Context: an optimization exercise on an open-source flow, tuned for small area, a short achievable clock period and few clock cycles. The choices shown serve that exercise and are no tape-out recipe.
Only simulation tests tie the RTL to the original design; equivalence was not proved.
Power figures rest on the tool's default switching activity, not on a simulated workload.

### flow/run.sh
#!/bin/bash
# synth_recipe.tcl (not shown) runs the flow's synth.tcl, then flattens the netlist and writes it again
# the make line also repeats each setting of config.mk as NAME=value (left out here)
make -C /OpenROAD-flow-scripts/flow DESIGN_CONFIG=/design/flow/config.mk WORK_HOME=/design/flow/orfs CLKGATE_MAP_FILE= SYNTH_SCRIPT=/design/flow/synth_recipe.tcl finish
### flow/config.mk
export PLATFORM = sky130hd
export DESIGN_NAME = lz11_dec
export DESIGN_NICKNAME = lz11_dec
export VERILOG_FILES = /design/flow/design.v
export SDC_FILE = /design/flow/constraint.sdc
export NUM_CORES = 4
export LEC_CHECK = 0
export CAP_MARGIN = 20
export CORE_MARGIN = 2
export CORE_UTILIZATION = 40
export PLACE_DENSITY = 0.6
export SLEW_MARGIN = 20
### flow/constraint.sdc
create_clock -name core_clock -period 5.0 [get_ports {clk}]
set_input_delay 1.0000 -clock core_clock [delete_from_list [all_inputs] [get_ports {clk}]]
set_output_delay 1.0000 -clock core_clock [all_outputs]
set_load 0.01 [all_outputs]
### flow/design.v
module lz11_dec (
    input  wire        clk,
    input  wire        rst,         
    input  wire        start,       
    input  wire [23:0] ilen,        
    output wire        idle,
    output wire        done,        
    output wire [3:0]  err,         
    input  wire        in_valid,
    input  wire [7:0]  in_data,
    output reg         in_ready,
    output reg         out_valid,
    output reg  [7:0]  out_data,
    input  wire        out_ready,
    output reg         hist_re,
    output reg  [11:0] hist_raddr,
    input  wire [7:0]  hist_rdata,
    output reg         hist_we,
    output reg  [11:0] hist_waddr,
    output reg  [7:0]  hist_wdata
);
    localparam [4:0] S_IDLE = 5'd0,
                     S_H0   = 5'd1,    
                     S_H1   = 5'd2,
                     S_H2   = 5'd3,
                     S_H3   = 5'd4,
                     S_X0   = 5'd5,    
                     S_X1   = 5'd6,
                     S_X2   = 5'd7,
                     S_X3   = 5'd8,
                     S_MAIN = 5'd9,    
                     S_B23  = 5'd10,   
                     S_B24  = 5'd11,   
                     S_B34  = 5'd12,   
                     S_LAST = 5'd13,   
                     S_CHK  = 5'd14,   
                     S_COPY = 5'd15,   
                     S_DONE = 5'd16;
    reg [4:0]  state;
    reg [23:0] remain;       
    reg [31:0] left;         
    reg [11:0] wp;           
    reg        wrapped;      
    reg [8:0]  flags;        
    reg [16:0] cnt;          
    reg [11:0] dm1;          
    reg        f3, f4;       
    reg [1:0]  ecode;        
    assign idle = (state == S_IDLE) || (state == S_DONE);
    assign done = (state == S_DONE);
    assign err  = {2'b00, ecode};
    wire rem_nz   = (remain != 24'd0);
    wire fl_empty = (flags[7:0] == 8'd0);
    wire is_ref   = flags[8];
    wire left_hi0 = (left[31:1] == 31'd0);
    wire left_one = left_hi0 & left[0];
    wire cnt_zero = (cnt == 17'd0);
    wire d1       = (dm1 == 12'd0);
    wire lit      = (state == S_MAIN) && !fl_empty && !is_ref;
    wire copy     = (state == S_COPY);
    wire take     = in_valid && in_ready;
    wire emit     = out_valid && out_ready;
    wire last_out = left_one || (copy && cnt_zero);
    always @(*) begin
        case (state)
            S_H0:                       in_ready = (remain[23:2] != 22'd0);
            S_H1, S_H2, S_H3:           in_ready = 1'b1;
            S_X0, S_X1, S_X2, S_X3,
            S_B23, S_B24, S_B34, S_LAST: in_ready = rem_nz;
            S_MAIN:                     in_ready = rem_nz && (fl_empty || is_ref || out_ready);
            default:                    in_ready = 1'b0;
        endcase
        out_valid  = copy || (lit && rem_nz && in_valid);
        out_data   = copy ? hist_rdata : in_data;
        hist_we    = emit;
        hist_waddr = wp;
        hist_wdata = out_data;
        hist_re    = (state == S_CHK) || (copy && out_ready && !last_out && !d1);
        hist_raddr = wp + ~dm1 + {11'd0, copy};
    end
    always @(posedge clk) begin
        if (rst) begin
            state <= S_IDLE;
        end else begin
            if (take)
                remain <= remain - 24'd1;
            if (emit) begin
                left    <= left - 32'd1;
                wp      <= wp + 12'd1;
                wrapped <= wrapped | (wp == 12'hfff);
            end
            case (state)
                S_IDLE: begin
                    if (start) begin
                        remain  <= ilen;
                        left    <= 32'd0;
                        wp      <= 12'd0;
                        wrapped <= 1'b0;
                        flags   <= 9'h100;
                        state   <= S_H0;
                    end
                end
                S_H0: begin
                    if (remain[23:2] == 22'd0) begin
                        ecode <= 2'b11; state <= S_DONE;
                    end else if (in_valid) begin
                        if (in_data != 8'h11) begin
                            ecode <= 2'b10; state <= S_DONE;
                        end else
                            state <= S_H1;
                    end
                end
                S_H1: if (in_valid) begin left[7:0]   <= in_data; state <= S_H2; end
                S_H2: if (in_valid) begin left[15:8]  <= in_data; state <= S_H3; end
                S_H3: if (in_valid) begin
                    left[23:16] <= in_data;
                    state <= ({in_data, left[15:0]} == 24'd0) ? S_X0 : S_MAIN;
                end
                S_X0, S_X1, S_X2, S_X3: begin
                    if (!rem_nz) begin
                        ecode <= 2'b11; state <= S_DONE;
                    end else if (in_valid) begin
                        case (state)
                            S_X0: begin left[7:0]   <= in_data; state <= S_X1; end
                            S_X1: begin left[15:8]  <= in_data; state <= S_X2; end
                            S_X2: begin left[23:16] <= in_data; state <= S_X3; end
                            default: begin
                                left[31:24] <= in_data;
                                if ({in_data, left[23:0]} == 32'd0) begin
                                    ecode <= 2'b00; state <= S_DONE;
                                end else
                                    state <= S_MAIN;
                            end
                        endcase
                    end
                end
                S_MAIN: begin
                    if (!rem_nz) begin
                        ecode <= 2'b11; state <= S_DONE;
                    end else if (fl_empty) begin
                        if (in_valid) flags <= {in_data, 1'b1};
                    end else if (!is_ref) begin
                        if (in_valid && out_ready) begin
                            flags <= {flags[7:0], 1'b0};
                            if (left_one) begin
                                ecode <= 2'b00; state <= S_DONE;
                            end
                        end
                    end else if (in_valid) begin
                        flags <= {flags[7:0], 1'b0};
                        f3 <= (in_data[7:4] == 4'h0);
                        f4 <= (in_data[7:4] == 4'h1);
                        if (in_data[7:5] == 3'd0) begin
                            cnt   <= {9'd0, in_data[3:0], 4'd0};
                            state <= in_data[4] ? S_B24 : S_B23;
                        end else begin
                            cnt       <= {13'd0, in_data[7:4]};
                            dm1[11:8] <= in_data[3:0];
                            state     <= S_LAST;
                        end
                    end
                end
                S_B23: if (rem_nz && in_valid) begin
                    cnt[3:0]  <= in_data[7:4];
                    dm1[11:8] <= in_data[3:0];
                    state     <= S_LAST;
                end else if (!rem_nz) begin
                    ecode <= 2'b11; state <= S_DONE;
                end
                S_B24: if (rem_nz && in_valid) begin
                    cnt[11:0] <= {cnt[7:4], in_data};
                    state     <= S_B34;
                end else if (!rem_nz) begin
                    ecode <= 2'b11; state <= S_DONE;
                end
                S_B34: if (rem_nz && in_valid) begin
                    cnt[15:0] <= {cnt[11:0], in_data[7:4]};
                    dm1[11:8] <= in_data[3:0];
                    state     <= S_LAST;
                end else if (!rem_nz) begin
                    ecode <= 2'b11; state <= S_DONE;
                end
                S_LAST: if (rem_nz && in_valid) begin
                    dm1[7:0] <= in_data;
                    cnt[16:4] <= cnt[16:4] + (f4 ? 13'h11 : f3 ? 13'h1 : 13'h0);
                    state    <= S_CHK;
                end else if (!rem_nz) begin
                    ecode <= 2'b11; state <= S_DONE;
                end
                S_CHK: begin
                    if (!wrapped && (dm1 >= wp)) begin
                        ecode <= 2'b10; state <= S_DONE;
                    end else
                        state <= S_COPY;
                end
                S_COPY: begin
                    if (out_ready) begin
                        cnt <= cnt - 17'd1;
                        if (left_one) begin
                            ecode <= 2'b00; state <= S_DONE;
                        end else if (cnt_zero)
                            state <= S_MAIN;
                    end
                end
                S_DONE: state <= S_IDLE;
                default: state <= S_IDLE;
            endcase
        end
    end
endmodule
==> impl.org, run 1 <==
** Detailed routing
- Number of DRC violations after detailed routing :: 0
- For this block, the initial DRC count from the detailed router was 672.
- WL/cell :: 19.3 um
- Pre-antenna DRT Iters :: 8
- Final ANT Viol Nets :: 0
- Total vias in the final route :: 8346
- Post-detailed-route via-to-cell ratio :: 5.86
- Total wire length after detailed routing :: 27400 um

** Synth
- After technology mapping, the gate count stands at 1056.
- Synthesis-stage register bit count :: 116
- Top cells by count, synth :: sky130_fd_sc_hd__nand2_1 (126), sky130_fd_sc_hd__edfxtp_1 (111), sky130_fd_sc_hd__nor2_1 (102)
- The synthesized netlist contains 81 unique library cells.
- Yosys attributes the largest share of cell area to sky130_fd_sc_hd__edfxtp_1 (37%), sky130_fd_sc_hd__nand2_1 (5.2%), sky130_fd_sc_hd__xnor2_1 (5.1%).
- Post-synthesis sequential area ratio :: 0.379
- The synthesized design spends more area on one cell type than any other, namely sky130_fd_sc_hd__edfxtp_1.
- Most instantiated flip-flop cell in the synthesis netlist :: sky130_fd_sc_hd__edfxtp_1
- Most frequent cell after synthesis :: sky130_fd_sc_hd__nand2_1
- YS warnings :: 1
- Combined area of all synthesized cells :: 0.00906 mm2
- Post-synthesis average cell area :: 8.58 um2
- Post-synth top area share :: 0.368
- Share of async-settable or async-resettable flops after synthesis :: 0
- EDFF count, synth :: 111

** Setup path
- Following the worst setup path forward leads to its endpoint at hist_raddr[10].
- Start of the worst register-to-register path :: remain[16]
- Critical path capture point type :: output pin
- Number of cells on the worst reg-to-reg path :: 8
- Cell-by-cell listing of the critical path :: nand2_1, nor2_1, inv_1, fa_1, fa_1, nor2b_1, o21ai_0, a21boi_0, o21ai_0, a21oi_1, nand4_1, nand4_1, clkdlybuf4s50_1
- In this run the worst setup path begins at state[1].
- Startpoint class of the critical path :: flip-flop
- Critical Path Fanout Max :: 5
- The critical path in this run is classified as flip-flop to output pin.
- Worst Path Arrival :: 3.66 ns
- Across all register-to-register paths, the minimum setup slack is 1.58 ns.
- In this design, the stage delay of the slowest critical-path cell is 0.54 ns.
- Required time of the critical path :: 4.00 ns
- The slowest stage of the critical path belongs to the cell sky130_fd_sc_hd__clkdlybuf4s50_1.
- In this run the critical register-to-register path is captured at cnt[5].

** Placement
- The congestion estimate from routability-driven global placement came to 0.981.
- Post-DP HPWL :: 19700 um
- Counting tap cells, the placed design contains a total of 1393 instances.
- IO buf count :: 92

** Floorplanning
- During I/O placement, the number of pins put on the boundary was 95.
- The initial utilization of the core area, before any placement, comes to 0.404.
- Die span in y :: 155 um
- Placeable core region :: 0.0224 mm2
- In this run the horizontal extent of the chip is 155 um.
- Std-Cell Rows :: 55
- Die area :: 0.0239 mm2

** CTS
- TritonCTS built the clock tree.
- Cts bufs inserted :: 17
- Clock tree synthesis found a total of 116 sinks.
- Clock insertion delay at the later pin of the skew report :: 0.42 ns
- The H-tree was split into 4 levels.
- The tree is rooted in a sky130_fd_sc_hd__clkbuf_16.
- Clock-pin slew was measured on the worst setup and hold paths at 0.06 ns.
- Total setup buffers inserted after CTS :: 0
- Number of hold-repair buffers added at the cts stage :: 0
- The clock passes through at most 2 buffers.
- Post-CTS sizing :: 0

** STA
- Final worst-path cycle share :: 0.931
- Timing would allow up to 0.215 GHz.
- For the final database, setup skew stands at 0.0124 ns.
- Setup repair after global routing left no endpoint under its margin.
- The final number of hold-violating endpoints is 0.
- Summed over all failing endpoints, the final setup total negative slack is 0 ns.
- The max-slew violation count was 0.
- Headroom to the max-slew limit came out at 0.302.
- Actual transition at the worst max-transition pin :: 1.04 ns
- Final number of setup-violating endpoints :: 0
- The smallest clock period supported by the final layout is computed as 4.66 ns.

** Pwr
- Power consumption :: 0.00313 W
- In this run the power density over the cells is 290 mW/mm2.
- Worst vdd rail ir drop :: 217 uV
- LEAKAGE :: 3.75 nW

** Layout
- Post-layout net count :: 1204
- The area growth from synthesis to layout is 19.0%.
- Area taken by flip-flops and latches :: 0.00343 mm2
- Leaving out filler cells and counting taps, the final layout contains 1425.
- 0 antenna diodes ended up in the layout.
- The multi-input combinational cells in the finished layout cover a total of 0.00514 mm2.
- Fillers :: 2150
- Of the cells placed in the final design, the portion with a size suffix greater than 1 is 0.0763.

** GRT
- Total global-route track usage :: 0.228
- Total grt overflow :: 0
- Entering global routing, the biggest net connects 48 pins.
- Via count of the first global-routing pass :: 7843
- Number of antenna violations at the first check in global routing :: 0
- Global-route wire length before repair :: 43200 um

** Min path
- Worst hold path type :: flip-flop to flip-flop

** Run status
- Result of the run :: no timing/DRC/antenna violations

** Flow run
- Across the run, the number of max-cap violations was 0.
==> cells by family (layout without fill, tap and decap cells) <==
group	count (synthesis)	after routing	synth area share
XOR/XNOR	81	81	0.0783
adder cells (fa/ha/maj)	32	32	0.0458
AND/OR/NAND/NOR	458	458	0.259
flip-flops	116	116	0.379
multiplexers	4	4	0.00442
buffers and inverters	108	191	0.0547
other	1	2	0.000414
AO/OA/AOI/OAI	256	256	0.178
==> per-layer routing <==
layer	GRT usage	routed length, um
met1	0.318	12200
met2	0.361	12300
met3	0.0460	2380
met4	0.0648	563
met5	0	0
==> cell type report <==
| class | count | area share |
|---|---|---|
| multi-input cells | 833 | 0.476 |
| clock buffers | 17 | 0.0394 |
| well taps | 285 | 0.0331 |
| clock inverters | 15 | 0.0147 |
| repair buffers | 116 | 0.103 |
| flip-flops and latches | 116 | 0.318 |
| inverters | 43 | 0.0150 |
==> sequential cells by signal, summed over array words and instances (netlist names), 2 cells and up <==
register / count
flags: 9
dm1: 12
ecode: 2
remain: 24
wp: 12
left: 32
state: 5
cnt: 17
==> how the worst min path moves through the flow <==
stage / startpoint / endpoint / slack, ns / cells past startpoint
6_report: wrapped / wrapped / 0.58 / 2
2_1_floorplan: wrapped / wrapped / 0.54 / 2
3_5_place_dp: wrapped / wrapped / 0.57 / 2
3_3_place_gp: wrapped / wrapped / 0.56 / 2
5_1_grt: ecode[1] / ecode[1] / 0.63 / 1
4_1_cts: wrapped / wrapped / 0.59 / 2
==> critical path, delay by kind of cell, from the launching register on <==
kind            cells  cell delay (ns)
fa+ha+maj           2             0.83
flops               1             0.33
simple gates        5             0.66
buf+inv             2             0.63
compound gates      4             0.80
==> through the flow <==
step	util	worst slack (ns)	instance area (um2)	hold slack, ns
after global routing	0.481	0.0413	10800	0.631
after CTS	0.481	0.335	10800	0.588
after detailed placement	0.455	0.784	10200	0.574
after floorplan	-	0.615	9070	0.536
final	0.481	0.343	10800	0.578
after global placement	0.455	0.818	10200	0.557
==> power breakdown <==
part	total [W]	internal [W]	switching, W
clock	0.00123	0.000736	0.000496
sequential	0.00125	0.00117	0.0000787
combinational	0.000643	0.000281	0.000363
==> layout by cell type, fill, tap and decap left out, types with 8 or more instances in the layout <==
cell type | netlist | final
sky130_fd_sc_hd__nand2_1 | 126 | 126
sky130_fd_sc_hd__edfxtp_1 | 111 | 111
sky130_fd_sc_hd__nor2_1 | 102 | 102
sky130_fd_sc_hd__clkdlybuf4s50_1 | 0 | 92
sky130_fd_sc_hd__o21ai_0 | 83 | 83
sky130_fd_sc_hd__a21oi_1 | 64 | 64
sky130_fd_sc_hd__xnor2_1 | 53 | 53
sky130_fd_sc_hd__nor3_1 | 42 | 42
sky130_fd_sc_hd__inv_1 | 42 | 41
sky130_fd_sc_hd__nand3_1 | 30 | 30
sky130_fd_sc_hd__ha_1 | 30 | 30
sky130_fd_sc_hd__xor2_1 | 28 | 28
sky130_fd_sc_hd__buf_4 | 10 | 23
sky130_fd_sc_hd__nor4_1 | 21 | 21
sky130_fd_sc_hd__or3_1 | 20 | 20
sky130_fd_sc_hd__clkbuf_16 | 0 | 17
sky130_fd_sc_hd__nor2b_1 | 16 | 16
sky130_fd_sc_hd__and3_1 | 15 | 15
sky130_fd_sc_hd__nand2b_1 | 13 | 13
sky130_fd_sc_hd__a31oi_1 | 10 | 10
sky130_fd_sc_hd__a21o_1 | 9 | 9
sky130_fd_sc_hd__or4_1 | 9 | 9
sky130_fd_sc_hd__nand4_1 | 9 | 9
sky130_fd_sc_hd__o211ai_1 | 9 | 9
sky130_fd_sc_hd__a211oi_1 | 9 | 9
sky130_fd_sc_hd__or2_2 | 8 | 8
sky130_fd_sc_hd__a22o_1 | 8 | 8
Testbench counts, summed over its fixed seeds: cycles 275,318.
==> run 2, diff against run 1 <==
--- a/flow/config.mk
+++ b/flow/config.mk
@@ -7,6 +7,8 @@
 export LEC_CHECK = 0
+export ABC_CLOCK_PERIOD_IN_PS = 2300
 export CAP_MARGIN = 20
 export CORE_MARGIN = 2
-export CORE_UTILIZATION = 40
-export PLACE_DENSITY = 0.6
+export CORE_UTILIZATION = 50
+export PLACE_DENSITY = 0.65
+export SETUP_SLACK_MARGIN = 2.7
 export SLEW_MARGIN = 20
==> impl.org, run 2 <==
** Setup path
- R2r endpoint :: left[12] (was cnt[5])
- The nature of the critical path startpoint was a flip-flop (unchanged).
- Worst Path Arrival :: 2.98 ns (was 3.66 ns)
- Start of the worst register-to-register path :: remain[17] (was remain[16])
- The classification of the worst setup path is flip-flop to output pin (unchanged).
- The largest fanout on the critical path was 2 (was 5).
- Cell with the biggest individual delay on the critical path :: sky130_fd_sc_hd__fa_2 (was sky130_fd_sc_hd__clkdlybuf4s50_1)
- Cell-by-cell listing of the critical path :: nand3b_1, nor2_4, inv_2, fa_2, fa_2, nor2b_2, o21ai_2, a21boi_2, o21ai_2, a21oi_2, buf_4, or4_1, nand4_1, buf_2 (was nand2_1, nor2_1, inv_1, fa_1, fa_1, nor2b_1, o21ai_0, a21boi_0, o21ai_0, a21oi_1, nand4_1, nand4_1, clkdlybuf4s50_1)
- The minimum setup slack among reg-to-reg paths was 1.65 ns (was 1.58 ns).
- Critical path capture point type :: output pin (unchanged)
- Number of cells on the worst reg-to-reg path :: 14 (was 8)
- The required time of the critical path came to 4.00 ns (about the same).
- Critical path's largest stage delay :: 0.37 ns (was 0.54 ns)

** GRT
- The maximum number of pins on one net before global-route repair is 40 (was 48).
- The via count of the first global-routing pass came to 9136 (was 7843).
- Global-route wire length before repair :: 49300 um (was 43200 um)
- Total grt overflow :: 0 (unchanged)
- Number of antenna violations at the first check in global routing :: 0 (unchanged)
- The combined global-route utilization of all metal layers was 0.319 (was 0.228).

** Floorplanning
- X dimension of the die :: 139 um (was 155 um)
- Initial core utilization :: 0.506 (was 0.404)
- Die span in y :: 139 um (was 155 um)
- Std-Cell Rows :: 49 (was 55)
- Die area :: 0.0192 mm2 (was 0.0239 mm2)
- The number of top-level pins was 95 (unchanged).
- Placeable core region :: 0.0179 mm2 (was 0.0224 mm2)

** Synth
- Post-synthesis sequential area ratio :: 0.379 (unchanged)
- The number of enable-type register cells in the synthesized netlist came to 111 (unchanged).
- Gate Count Post-Synth :: 1056 (unchanged)
- YS warnings :: 1 (unchanged)
- The dominant register cell in the synthesized netlist is sky130_fd_sc_hd__edfxtp_1 (unchanged).
- The count of distinct cell types in the synthesized netlist is 81 (unchanged).
- The cell type contributing the most total cell area after synthesis is sky130_fd_sc_hd__edfxtp_1 (unchanged).
- Top cells by count, synth: sky130_fd_sc_hd__nand2_1 (126), sky130_fd_sc_hd__edfxtp_1 (111), sky130_fd_sc_hd__nor2_1 (102) (unchanged).
- The mapped cell area is 0.00906 mm2 (unchanged).
- The number of register bits inferred by synthesis came to 116 (unchanged).
- The share of flip-flops with an asynchronous set or reset is 0 (unchanged).
- The mean instance size in the synthesized netlist came to 8.58 um2 (unchanged).
- Biggest area contributors in the synthesized netlist: sky130_fd_sc_hd__edfxtp_1 (37%), sky130_fd_sc_hd__nand2_1 (5.2%), sky130_fd_sc_hd__xnor2_1 (5.1%) (unchanged).
- The cell with the most instances after synthesis is sky130_fd_sc_hd__nand2_1 (unchanged).
- Post-synth top area share :: 0.368 (unchanged)

** STA
- Final worst-path cycle share :: 0.797 (was 0.931)
- The number of failing setup endpoints in the final timing report was 0 (unchanged).
- The max-slew violation count came to 0 (unchanged).
- Maximum frequency from static timing analysis :: 0.251 GHz (was 0.215 GHz)
- The actual slew at the worst max-slew pin came to 0.923 ns (was 1.04 ns).
- Min Clock Period, post-route :: 3.98 ns (was 4.66 ns)
- The worst setup slack after layout is 1.02 ns (was 0.343 ns).
- The aggregate negative setup slack came to 0 ns (unchanged).
- The final number of hold-violating endpoints is 0 (unchanged).
- The clock skew after layout is 0.00923 ns (was 0.0124 ns).
- The remaining max-slew budget at the tightest pin is 0.382 (was 0.302).
- RSZ-0062 raised after global routing :: yes (was no)

** Layout
- Most common cell after layout, fill and taps aside :: sky130_fd_sc_hd__buf_4 (was sky130_fd_sc_hd__nand2_1)
- Area overhead of the layout relative to synthesis :: 49.3% (was 19.0%)
- Fillers :: 1224 (was 2150)
- The final standard cell utilization of the core was 0.756 (was 0.481).
- Post-layout net count :: 1362 (was 1204)
- The top register by number of flip-flops was left (unchanged).
- The layout cell share with drive strength beyond 1 is 0.369 (was 0.0763).
- Largest regs: left (32), remain (24), cnt (17) (unchanged).
- The number of diodes added for antenna fixing was 0 (unchanged).
- Most used cells in the layout excluding fill and tap cells: sky130_fd_sc_hd__buf_4 (117), sky130_fd_sc_hd__edfxtp_1 (111), sky130_fd_sc_hd__nand2_1 (95) (was sky130_fd_sc_hd__nand2_1 (126), sky130_fd_sc_hd__edfxtp_1 (111), sky130_fd_sc_hd__nor2_1 (102)).
- The total non-filler cell area in the finished layout came to 0.0135 mm2 (was 0.0108 mm2).
- The flip-flop count of the largest register after layout is 32 (unchanged).

** CTS
- Number of H-tree levels :: 4 (unchanged)
- Maximum root-to-sink buffer count :: 2 (unchanged)
- CTS tree :: yes (unchanged)
- Clock Pin Slew Worst Setup and Hold Paths :: 0.05 ns (was 0.06 ns)
- Clock sinks :: 116 (unchanged)
- Cell at the root of the clock tree :: sky130_fd_sc_hd__clkbuf_16 (unchanged)
- Clock insertion delay at the later pin of the skew report :: 0.42 ns (about the same)
- The total CTS buffers is 17 (unchanged).

** Detailed routing
- The number of remaining DRC errors came to 0 (unchanged).
- Total wire length after detailed routing :: 33000 um (was 27400 um)
- The average wire length per cell after detail routing was 21.7 um (was 19.3 um).
- The DRC marker count from the first detailed-route iteration came to 1158 (was 672).
- The number of iterations in the first detailed-routing pass is 7 (was 8).
- The post-route antenna net violation count is 0 (unchanged).
- The number of vias after detailed routing was 9683 (was 8346).
- The average vias per placed instance came to 6.36 (was 5.86).

** Placement
- The post-place setup slack is 0.724 ns (was 0.784 ns).
- Standard cell area after detailed placement :: 0.0106 mm2 (was 0.0102 mm2)
- The estimated wirelength of the detail-placed design was 19300 um (was 19700 um).
- Placer's final routability congestion estimate :: 0.969 (was 0.981)
- The count of port buffers added during placement was 92 (unchanged).

** Min path
- The destination of the worst hold path was ecode[1] (was wrapped).
- Worst hold path type :: flip-flop to flip-flop (unchanged)
- The count of cells along the worst hold path is 1 (was 2).
- HP Start :: ecode[1] (was wrapped)

** Pwr
- The share of power burned in combinational logic was 0.266 (was 0.206).
- Part of the power in registers :: 0.375 (was 0.401)
- The static leakage is 5.17 nW (was 3.75 nW).
- The power density relative to cell area is 249 mW/mm2 (was 290 mW/mm2).
- The proportion of total power due to net switching came to 0.304 (was 0.300).
- The reported net switching power was 0.00102 W (was 0.000937 W).
- Worst vdd rail ir drop :: 250 uV (was 217 uV)
- The clock network fraction of total power came to 0.359 (was 0.394).
- The internal power came to 0.00234 W (was 0.00219 W).

** Run status
- Result of the run :: no timing/DRC/antenna violations (unchanged)

** Flow run
- The number of max-cap violations is 0 (unchanged).
run 2: cell count changes in the layout (fill, tap and decap cells not counted), sizes merged, moves of 2 or more:
| cell | change |
|---|---|
| inv | -2 |
| buf | +185 |
| clkdlybuf4s50 | -62 |
| clkbuf | +7 |
| clkdlybuf4s15 | +5 |
| clkinv | -4 |
| dlygate4sd2 | +22 |
run 2: timing repair:
item | 4_1_cts | 5_1_grt
buffers inserted | 107 | 50
pin swaps | 92 | 64
setup endpoints to repair | 244 | 218
gates cloned | 5 | 0
resized for setup | 349 | 114
endpoints found under the hold margin | 0 | 0
hold buffers | 0 | 0
run 2: final cells by class:
cell class | instances | area (um2) | share of cell area
multi-input combinational | 836 | 6510 | 0.481
sequential | 116 | 3440 | 0.255
timing repair buffer | 270 | 2550 | 0.188
clock buffer | 20 | 437 | 0.0323
tap | 229 | 287 | 0.0212
inverter | 43 | 183 | 0.0135
clock inverter | 8 | 113 | 0.00832
timing repair inverter | 1 | 7.51 | 0.000555
run 2: worst max path at each step:
| stage | from | to | slack, ns | cells after the start |
|---|---|---|---|---|
| CTS | state[4] | hist_raddr[10] | 0.96 | 14 |
| floorplan | state[3] | hist_raddr[10] | 1.21 | 15 |
| detailed placement | state[3] | hist_raddr[10] | 0.72 | 13 |
| global route | state[4] | hist_raddr[10] | 0.88 | 14 |
| global placement | state[3] | hist_raddr[10] | 0.76 | 13 |
| finish | state[4] | hist_raddr[10] | 1.02 | 14 |
run 2: power by group through the flow:
stage | clock network, W | logic, W | registers [W]
4_1_cts | 0.00121 | 0.000797 | 0.00125
3_3_place_gp | 0 | 0.000669 | 0.00128
2_1_floorplan | 0 | 0.000458 | 0.00126
6_report | 0.00121 | 0.000896 | 0.00126
5_1_grt | 0.00126 | 0.000955 | 0.00127
3_5_place_dp | 0 | 0.000673 | 0.00128
run 2: cells by family (layout without fill, tap and decap cells):
group,after synthesis,in the layout,share of synthesized area
adder cells (fa/ha/maj),32,32,0.0458
AND/OR/NAND/NOR,458,461,0.259
XOR/XNOR,81,81,0.0783
buffers and inverters,108,342,0.0547
flip-flops,116,116,0.379
multiplexers,4,4,0.00442
other,1,2,0.000414
AO/OA/AOI/OAI,256,256,0.178
run 2: critical path: cells and delay by family, from the launching register on:
family                   cells  cell delay, ns
AO/OA/AOI/OAI                4            0.52
adder cells (fa/ha/maj)      2            0.73
buffers and inverters        3            0.35
flip-flops                   1            0.30
AND/OR/NAND/NOR              5            0.66
run 2: metrics by stage:
step | total power, W | hold slack [ns] | instances
finish | 0.00337 | 0.593 | 1523
global route | 0.00348 | 0.623 | 1523
CTS | 0.00326 | 0.600 | 1473
detailed placement | 0.00195 | 0.590 | 1333
global placement | 0.00194 | 0.559 | 1333
floorplan | 0.00172 | 0.536 | 1057
run 2: routing by layer:
metal	vias to the layer above	wire length, um	GRT usage
met5	-	0	0
met4	0	1350	0.113
met3	139	3270	0.0791
met2	562	15300	0.516
met1	4666	13100	0.421
li1	4316	-	-

-- what the ideal ports hide --
The flow's constraints put no driver on any port. The routed layouts listed below were extracted and timed again, unchanged, in two steps.
Step 1 (the two cells are an assumption about what drives the block):
set clk [get_ports {clk}]
set_driving_cell -lib_cell sky130_fd_sc_hd__clkbuf_16 $clk
set_driving_cell -lib_cell sky130_fd_sc_hd__buf_2 [delete_from_list [all_inputs] $clk]
Step 2 adds t to the input delays and takes it off the output delays; t is the mean of the earliest and latest rising clock arrival at the registers after step 1. Input paths then give back, and output paths get back, about the clock's delay inside the block.
Three values: ideal, step 1, step 2; two values: the first two.
run	t, ns	setup WS [ns]	worst hold slack (ns)	worst setup path after step 2	slew at the worst register clock pin (ns)
run 1	0.466	0.343 / 0.292 / 0.758	0.578 / 0.578 / 0.578	register to output	0.06 / 0.06
run 2	0.469	1.017 / 0.966 / 1.430	0.593 / 0.593 / 0.593	input to register	0.06 / 0.06
After both steps setup and hold are still met in every run listed.
